This is an optimization exercise on Yosys and OpenROAD, whose aim is small area, a short achievable clock period and few clock cycles per item, not a production implementation.
Power figures rest on the tool's default switching activity, not on a simulated workload.

==> sierra: inputs <==
==> flow/design.v <==
module locate_sign (
    input  wire [63:0] phase,
    input  wire        q,
    output wire        e_pos,
    output wire        e_neg,
    output wire        finite
);
    localparam [62:0] T_UNWRAP    = 63'h4005FDBBE9BBA775;   
    localparam [62:0] DELTA       = 63'h3FD921FB54442D18;   
    localparam [62:0] P_SHIFT_POS = 63'h40178FDB9EFFEA47;   
    wire [62:0] m = phase[62:0];
    wire        s = phase[63];
    wire neg_band = (m > T_UNWRAP) && (m < P_SHIFT_POS);
    wire lt_delta = (m < DELTA);
    wire gt_delta = (m > DELTA);
    assign e_pos  = q & (s ? lt_delta : !neg_band);
    assign e_neg  = q & (s ? gt_delta : neg_band);
    assign finite = (phase[62:52] != 11'h7FF);
endmodule
module locate_corr #(
    parameter CW = 11               
) (
    input  wire                 clk,
    input  wire                 clear,      
    input  wire                 en,         
    input  wire [7:0]           kbm1,       
    input  wire                 use_tap,    
    input  wire                 e_pos,
    input  wire                 e_neg,
    output reg  signed [CW-1:0] c
);
    localparam DEPTH = 255;
    reg [DEPTH-1:0] line_pos;
    reg [DEPTH-1:0] line_neg;
    reg             tap_pos, tap_neg;
    wire [DEPTH:0] all_pos = {line_pos, e_pos};
    wire [DEPTH:0] all_neg = {line_neg, e_neg};
    always @(posedge clk) begin
        if (en) begin
            line_pos <= {line_pos[DEPTH-2:0], e_pos};
            line_neg <= {line_neg[DEPTH-2:0], e_neg};
            tap_pos  <= all_pos[kbm1];
            tap_neg  <= all_neg[kbm1];
        end
    end
    wire t_pos = use_tap & tap_pos;
    wire t_neg = use_tap & tap_neg;
    wire signed [3:0] tv    = t_pos ? 4'sd2 : (t_neg ? -4'sd2 : 4'sd0);
    wire signed [3:0] ev    = e_pos ? 4'sd1 : (e_neg ? -4'sd1 : 4'sd0);
    wire signed [3:0] delta = tv - ev;
    always @(posedge clk) begin
        if (clear)
            c <= {CW{1'b0}};
        else if (en)
            c <= c + {{(CW-4){delta[3]}}, delta};
    end
endmodule
module wacs_locate (
    input  wire        clk,
    input  wire        rst,
    input  wire        cmd_valid,
    output wire        cmd_ready,
    input  wire [8:0]  cmd_kb,
    input  wire [15:0] cmd_len,
    input  wire        s_valid,
    output wire        s_ready,
    input  wire [63:0] s_phase,
    input  wire [63:0] s_mask,
    output reg         res_valid,
    output wire [1:0]  res_code,
    output wire [15:0] res_k0,
    output wire [15:0] res_first,
    output wire [15:0] res_peak
);
    localparam KB_MAX = 256;
    localparam CW     = 11;
    localparam [1:0] CODE_OK           = 2'd0;
    localparam [1:0] CODE_NO_DETECTION = 2'd1;
    localparam [1:0] CODE_INVALID      = 2'd2;
    reg  [15:0] rem;          
    reg         cmd_rdy;
    reg         s_rdy;
    assign cmd_ready = cmd_rdy;
    assign s_ready   = s_rdy;
    wire cmd_fire = cmd_valid && cmd_rdy;
    wire s_fire   = s_valid && s_rdy;
    wire rem_one  = (rem == 16'd1);
    wire len_zero = (cmd_len == 16'd0);
    always @(posedge clk) begin
        if (rst) begin
            cmd_rdy <= 1'b1;
            s_rdy   <= 1'b0;
        end else if (cmd_fire) begin
            cmd_rdy <= len_zero;
            s_rdy   <= !len_zero;
        end else if (s_fire && rem_one) begin
            cmd_rdy <= 1'b1;
            s_rdy   <= 1'b0;
        end
        if (cmd_fire)
            rem <= cmd_len;
        else if (s_fire)
            rem <= rem - 16'd1;
    end
    wire q_one = (s_mask == 64'd1);
    wire q_bad = (s_mask[63:1] != 63'd0);
    wire e_pos_w, e_neg_w, finite_w;
    locate_sign u_sign (
        .phase  (s_phase),
        .q      (q_one),
        .e_pos  (e_pos_w),
        .e_neg  (e_neg_w),
        .finite (finite_w)
    );
    reg       v0, c0, last0;
    reg       e_pos0, e_neg0, q0, bad0;
    reg       kb_bad0;
    reg [7:0] kbm1;           
    always @(posedge clk) begin
        if (rst) begin
            v0    <= 1'b0;
            c0    <= 1'b0;
            last0 <= 1'b0;
        end else begin
            v0    <= s_fire;
            c0    <= cmd_fire;
            last0 <= (s_fire && rem_one) || (cmd_fire && len_zero);
        end
        e_pos0 <= e_pos_w;
        e_neg0 <= e_neg_w;
        q0     <= q_one;
        bad0   <= !finite_w || q_bad;
        if (cmd_fire) begin
            kbm1    <= cmd_kb[7:0] - 8'd1;
            kb_bad0 <= (cmd_kb == 9'd0) || (cmd_kb > KB_MAX);
        end
    end
    reg  [15:0] kidx;         
    reg         seen;         
    reg  [1:0]  half;         
    reg  [7:0]  h;            
    reg         bad1;         
    reg         v1w, found1, c1, last1;
    wire        active = seen || q0;
    wire signed [CW-1:0] c;
    locate_corr #(.CW(CW)) u_corr (
        .clk     (clk),
        .clear   (c0),
        .en      (v0),
        .kbm1    (kbm1),
        .use_tap (half == 2'd1),
        .e_pos   (e_pos0),
        .e_neg   (e_neg0),
        .c       (c)
    );
    always @(posedge clk) begin
        if (rst) begin
            c1    <= 1'b0;
            last1 <= 1'b0;
        end else begin
            c1    <= c0;
            last1 <= last0;
        end
        v1w    <= v0 && active && (half != 2'd2);
        found1 <= v0 && q0 && !seen;
        if (c0) begin
            kidx <= 16'hFFFF;
            seen <= 1'b0;
            half <= 2'd0;
            h    <= 8'd0;
            bad1 <= kb_bad0;
        end else if (v0) begin
            kidx <= kidx + 16'd1;
            if (bad0)
                bad1 <= 1'b1;
            if (q0)
                seen <= 1'b1;
            if (active) begin
                if (h == kbm1) begin
                    h <= 8'd0;
                    if (half != 2'd2)
                        half <= half + 2'd1;
                end else begin
                    h <= h + 8'd1;
                end
            end
        end
    end
    reg  [9:0]  best_abs;
    reg  [15:0] best_k;
    reg  signed [CW-1:0] best_c;
    reg  [15:0] first;
    reg  [1:0]  code;
    wire [CW-1:0] c_abs  = c[CW-1] ? -c : c;
    wire          better = v1w && (c_abs[9:0] > best_abs);
    always @(posedge clk) begin
        if (rst)
            res_valid <= 1'b0;
        else
            res_valid <= last1;
        if (c1 || bad1) begin
            best_abs <= 10'd0;
            best_k   <= 16'd0;
            best_c   <= {CW{1'b0}};
            first    <= bad1 ? 16'h0000 : 16'hFFFF;
            code     <= bad1 ? CODE_INVALID : CODE_NO_DETECTION;
        end else begin
            if (found1) begin
                first <= kidx;
                code  <= CODE_OK;
            end
            if (better) begin
                best_abs <= c_abs[9:0];
                best_k   <= kidx;
                best_c   <= c;
            end
        end
    end
    assign res_code  = code;
    assign res_k0    = best_k;
    assign res_first = first;
    assign res_peak  = {{(16-CW){best_c[CW-1]}}, best_c};
endmodule
==> flow/run.sh <==
#!/bin/bash
# synth_recipe.tcl (not shown) runs the flow's synth.tcl, then flattens the netlist and writes it again
# the make line also repeats each setting of config.mk as NAME=value (left out here)
make -C /OpenROAD-flow-scripts/flow DESIGN_CONFIG=/design/flow/config.mk WORK_HOME=/design/flow/orfs CLKGATE_MAP_FILE= SYNTH_SCRIPT=/design/flow/synth_recipe.tcl finish
==> flow/config.mk <==
export PLATFORM = sky130hd
export DESIGN_NAME = wacs_locate
export DESIGN_NICKNAME = wacs_locate
export VERILOG_FILES = /design/flow/design.v
export SDC_FILE = /design/flow/constraint.sdc
export NUM_CORES = 4
export LEC_CHECK = 0
export CAP_MARGIN = 20
export CORE_MARGIN = 2
export CORE_UTILIZATION = 40
export SLEW_MARGIN = 20
==> flow/constraint.sdc <==
create_clock -name core_clock -period 11.0 [get_ports {clk}]
set_input_delay 2.2000 -clock core_clock [delete_from_list [all_inputs] [get_ports {clk}]]
set_output_delay 2.2000 -clock core_clock [all_outputs]
set_load 0.01 [all_outputs]
==> nickel: changes against sierra <==
--- a/flow/design.v
+++ b/flow/design.v
@@ -25,4 +25,6 @@
     input  wire                 en,         
     input  wire [7:0]           kbm1,       
+    input  wire                 start,      
+    input  wire                 adv,        
     input  wire                 use_tap,    
     input  wire                 e_pos,
@@ -30,20 +32,110 @@
     output reg  signed [CW-1:0] c
 );
-    localparam DEPTH = 255;
-    reg [DEPTH-1:0] line_pos;
-    reg [DEPTH-1:0] line_neg;
-    reg             tap_pos, tap_neg;
-    wire [DEPTH:0] all_pos = {line_pos, e_pos};
-    wire [DEPTH:0] all_neg = {line_neg, e_neg};
+    localparam NW = 85;             
+    function automatic [4:0] pack(input [1:0] t0, input [1:0] t1, input [1:0] t2);
+        case ({t2, t1, t0})
+            {2'b00, 2'b00, 2'b00}: pack = 5'd0;
+            {2'b00, 2'b00, 2'b01}: pack = 5'd1;
+            {2'b00, 2'b00, 2'b10}: pack = 5'd2;
+            {2'b00, 2'b01, 2'b00}: pack = 5'd3;
+            {2'b00, 2'b01, 2'b01}: pack = 5'd4;
+            {2'b00, 2'b01, 2'b10}: pack = 5'd5;
+            {2'b00, 2'b10, 2'b00}: pack = 5'd6;
+            {2'b00, 2'b10, 2'b01}: pack = 5'd7;
+            {2'b00, 2'b10, 2'b10}: pack = 5'd8;
+            {2'b01, 2'b00, 2'b00}: pack = 5'd9;
+            {2'b01, 2'b00, 2'b01}: pack = 5'd10;
+            {2'b01, 2'b00, 2'b10}: pack = 5'd11;
+            {2'b01, 2'b01, 2'b00}: pack = 5'd12;
+            {2'b01, 2'b01, 2'b01}: pack = 5'd13;
+            {2'b01, 2'b01, 2'b10}: pack = 5'd14;
+            {2'b01, 2'b10, 2'b00}: pack = 5'd15;
+            {2'b01, 2'b10, 2'b01}: pack = 5'd16;
+            {2'b01, 2'b10, 2'b10}: pack = 5'd17;
+            {2'b10, 2'b00, 2'b00}: pack = 5'd18;
+            {2'b10, 2'b00, 2'b01}: pack = 5'd19;
+            {2'b10, 2'b00, 2'b10}: pack = 5'd20;
+            {2'b10, 2'b01, 2'b00}: pack = 5'd21;
+            {2'b10, 2'b01, 2'b01}: pack = 5'd22;
+            {2'b10, 2'b01, 2'b10}: pack = 5'd23;
+            {2'b10, 2'b10, 2'b00}: pack = 5'd24;
+            {2'b10, 2'b10, 2'b01}: pack = 5'd25;
+            {2'b10, 2'b10, 2'b10}: pack = 5'd26;
+            default: pack = 5'd0;
+        endcase
+    endfunction
+    function automatic [5:0] unpack(input [4:0] w);
+        case (w)
+            5'd0: unpack = {2'b00, 2'b00, 2'b00};
+            5'd1: unpack = {2'b00, 2'b00, 2'b01};
+            5'd2: unpack = {2'b00, 2'b00, 2'b10};
+            5'd3: unpack = {2'b00, 2'b01, 2'b00};
+            5'd4: unpack = {2'b00, 2'b01, 2'b01};
+            5'd5: unpack = {2'b00, 2'b01, 2'b10};
+            5'd6: unpack = {2'b00, 2'b10, 2'b00};
+            5'd7: unpack = {2'b00, 2'b10, 2'b01};
+            5'd8: unpack = {2'b00, 2'b10, 2'b10};
+            5'd9: unpack = {2'b01, 2'b00, 2'b00};
+            5'd10: unpack = {2'b01, 2'b00, 2'b01};
+            5'd11: unpack = {2'b01, 2'b00, 2'b10};
+            5'd12: unpack = {2'b01, 2'b01, 2'b00};
+            5'd13: unpack = {2'b01, 2'b01, 2'b01};
+            5'd14: unpack = {2'b01, 2'b01, 2'b10};
+            5'd15: unpack = {2'b01, 2'b10, 2'b00};
+            5'd16: unpack = {2'b01, 2'b10, 2'b01};
+            5'd17: unpack = {2'b01, 2'b10, 2'b10};
+            5'd18: unpack = {2'b10, 2'b00, 2'b00};
+            5'd19: unpack = {2'b10, 2'b00, 2'b01};
+            5'd20: unpack = {2'b10, 2'b00, 2'b10};
+            5'd21: unpack = {2'b10, 2'b01, 2'b00};
+            5'd22: unpack = {2'b10, 2'b01, 2'b01};
+            5'd23: unpack = {2'b10, 2'b01, 2'b10};
+            5'd24: unpack = {2'b10, 2'b10, 2'b00};
+            5'd25: unpack = {2'b10, 2'b10, 2'b01};
+            5'd26: unpack = {2'b10, 2'b10, 2'b10};
+            default: unpack = 6'd0;
+        endcase
+    endfunction
+    reg [1:0]    s0, s1;            
+    reg [1:0]    ph;                
+    reg [NW-1:0] plane [0:4];       
+    reg [6:0]    rd_w;              
+    reg [1:0]    rd_p;              
+    reg [1:0]    tap;
+    wire [1:0] e_new = {e_neg, e_pos};
+    wire       push  = (ph == 2'd2);
+    wire [4:0] w_new = pack(s1, s0, e_new);
+    wire [4:0] w_rd  = {plane[4][rd_w], plane[3][rd_w], plane[2][rd_w],
+                        plane[1][rd_w], plane[0][rd_w]};
+    wire [5:0] t_rd  = unpack(w_rd);
+    integer i;
     always @(posedge clk) begin
         if (en) begin
-            line_pos <= {line_pos[DEPTH-2:0], e_pos};
-            line_neg <= {line_neg[DEPTH-2:0], e_neg};
-            tap_pos  <= all_pos[kbm1];
-            tap_neg  <= all_neg[kbm1];
-        end
-    end
-    wire t_pos = use_tap & tap_pos;
-    wire t_neg = use_tap & tap_neg;
+            ph <= push ? 2'd0 : ph + 2'd1;
+            s0 <= e_new;
+            s1 <= s0;
+            if (push) begin
+                for (i = 0; i < 5; i = i + 1)
+                    plane[i] <= {plane[i][NW-2:0], w_new[i]};
+            end
+            if (start) begin
+                rd_w <= push ? 7'd0 : 7'h7F;
+                rd_p <= ph;
+            end else begin
+                rd_w <= rd_w + {6'd0, push} - {6'd0, adv && rd_p == 2'd2};
+                if (adv)
+                    rd_p <= (rd_p == 2'd2) ? 2'd0 : rd_p + 2'd1;
+            end
+            case (kbm1)
+                8'd0:    tap <= e_new;
+                8'd1:    tap <= s0;
+                8'd2:    tap <= s1;
+                default: tap <= (rd_p == 2'd0) ? t_rd[1:0] :
+                                (rd_p == 2'd1) ? t_rd[3:2] : t_rd[5:4];
+            endcase
+        end
+    end
+    wire t_pos = use_tap & tap[0];
+    wire t_neg = use_tap & tap[1];
     wire signed [3:0] tv    = t_pos ? 4'sd2 : (t_neg ? -4'sd2 : 4'sd0);
     wire signed [3:0] ev    = e_pos ? 4'sd1 : (e_neg ? -4'sd1 : 4'sd0);
@@ -149,4 +241,6 @@
         .en      (v0),
         .kbm1    (kbm1),
+        .start   (q0 && !seen),
+        .adv     (half != 2'd0 || h == kbm1),
         .use_tap (half == 2'd1),
         .e_pos   (e_pos0),
==> flow/flow/run.sh (new file) <==
#!/bin/bash
# Standard layout, with timing repair aimed below the clock period.
set -euo pipefail
bash standard.sh finish SETUP_SLACK_MARGIN=7.6 > make_finish.log 2>&1
==> flow/standard.sh (new file) <==
#!/bin/bash
# synth_recipe.tcl (not shown) runs the flow's synth.tcl, then flattens the netlist and writes it again
# the make line also repeats each setting of config.mk as NAME=value (left out here)
make -C /OpenROAD-flow-scripts/flow DESIGN_CONFIG=/design/flow/config.mk WORK_HOME=/design/flow/orfs CLKGATE_MAP_FILE= SYNTH_SCRIPT=/design/flow/synth_recipe.tcl "${@:-finish}"
removed: flow/run.sh
==> cedar: changes against sierra <==
==> flow/flow/run.sh (new file) <==
#!/bin/bash
# Standard layout, with timing repair aimed below the clock period.
set -euo pipefail
bash standard.sh finish SETUP_SLACK_MARGIN=7.6 > make_finish.log 2>&1
==> flow/standard.sh (new file) <==
#!/bin/bash
# synth_recipe.tcl (not shown) runs the flow's synth.tcl, then flattens the netlist and writes it again
# the make line also repeats each setting of config.mk as NAME=value (left out here)
make -C /OpenROAD-flow-scripts/flow DESIGN_CONFIG=/design/flow/config.mk WORK_HOME=/design/flow/orfs CLKGATE_MAP_FILE= SYNTH_SCRIPT=/design/flow/synth_recipe.tcl "${@:-finish}"
removed: flow/run.sh
==> run_results.csv <==
group,metric,value,unit
status,outcome,"finished clean",
logic_synthesis,top_area_cells_in_the_synthesized_netlist,"sky130_fd_sc_hd__edfxtp_1, sky130_fd_sc_hd__mux4_2, sky130_fd_sc_hd__dfxtp_1, sky130_fd_sc_hd__mux2i_1, sky130_fd_sc_hd__nor2_1",
cells_and_area,total_area_of_multi_input_combinational_cells,0.00789,mm^2
power,power.static_leakage,9.19,nW
critical_path,cp.required,11320,ps
critical_path,crit_top_cell,"sky130_fd_sc_hd__nor3_1",
logic_synthesis,synth-edff-count,556,
logic_synthesis,synth_compound_gate_area_share,6.38,%
cells_and_area,antenna_cells,0,
clocking,post-cts-setup-buffers,0,
-- figures above: sierra

==> run_results.csv <==
group,metric,value,unit
status,outcome,"finished clean",
logic_synthesis,synth-edff-count,556,
power,largestPowerGroup,"sequential cells",
clocking,clkSlewWorstSetupHoldPaths,60,ps
floorplanning,initial_core_util,40.3,%
clocking,post_cts.resized_instances,265,
power,power.static_leakage,9.68,nW
global_routing,global_route.usage.total,16.9,%
critical_path,cp.required,8800,ps
logic_synthesis,synth_compound_gate_area_share,6.38,%
critical_path,crit_family,"flip-flops",
cells_and_area,antenna_cells,7,
clocking,post-cts-setup-buffers,9,
cells_and_area,total_area_of_multi_input_combinational_cells,0.00825,mm^2
drt,routed-via-count,16100,
-- figures above: cedar

==> run_results.csv <==
group,metric,value,unit
status,outcome,"finished clean",
logic_synthesis,synth_compound_gate_area_share,6.50,%
critical_path,cp.required,11380,ps
logic_synthesis,synth-edff-count,486,
floorplanning,die_y,255,um
power,power.static_leakage,10.2,nW
cells_and_area,drive_gt1_share,22.4,%
logic_synthesis,top_area_cells_in_the_synthesized_netlist,"sky130_fd_sc_hd__edfxtp_1, sky130_fd_sc_hd__mux4_2, sky130_fd_sc_hd__dfxtp_1, sky130_fd_sc_hd__mux2i_1, sky130_fd_sc_hd__ha_1",
cells_and_area,antenna_cells,0,
critical_path,crit_top_cell,"sky130_fd_sc_hd__mux4_2",
cells_and_area,total_area_of_multi_input_combinational_cells,0.00870,mm^2
-- figures above: nickel

No functional check of the RTL was part of any run of this note.

-- re-timing with driven ports --
In the flow no input, the clock included, has a driving cell. The finished layouts below were timed again as built, in two steps.
Step 1: set_driving_cell puts a clkbuf_16 on clk and a buf_2 on each other input, an assumption about the parent block.
Step 2 adds t to the input delays and takes it off the output delays; t is the mean of the earliest and latest rising clock arrival at the registers after step 1. Input paths then give back, and output paths get back, about the clock's delay inside the block.
a / b / c = no drivers / after step 1 / after step 2; a / b = the first two.
run	shift t [ns]	setup WS [ns]	worst slew at a driven data input, ns
sierra	0.657	6.769 / 6.769 / 6.412	0.13
nickel	0.673	7.340 / 7.340 / 6.814	0.09
cedar	0.656	7.608 / 7.546 / 7.019	0.09
After both steps every run listed still meets setup and hold. The setup slack of cedar, which loses most, moves by -0.062 ns with the drivers and by -0.589 ns with both steps.
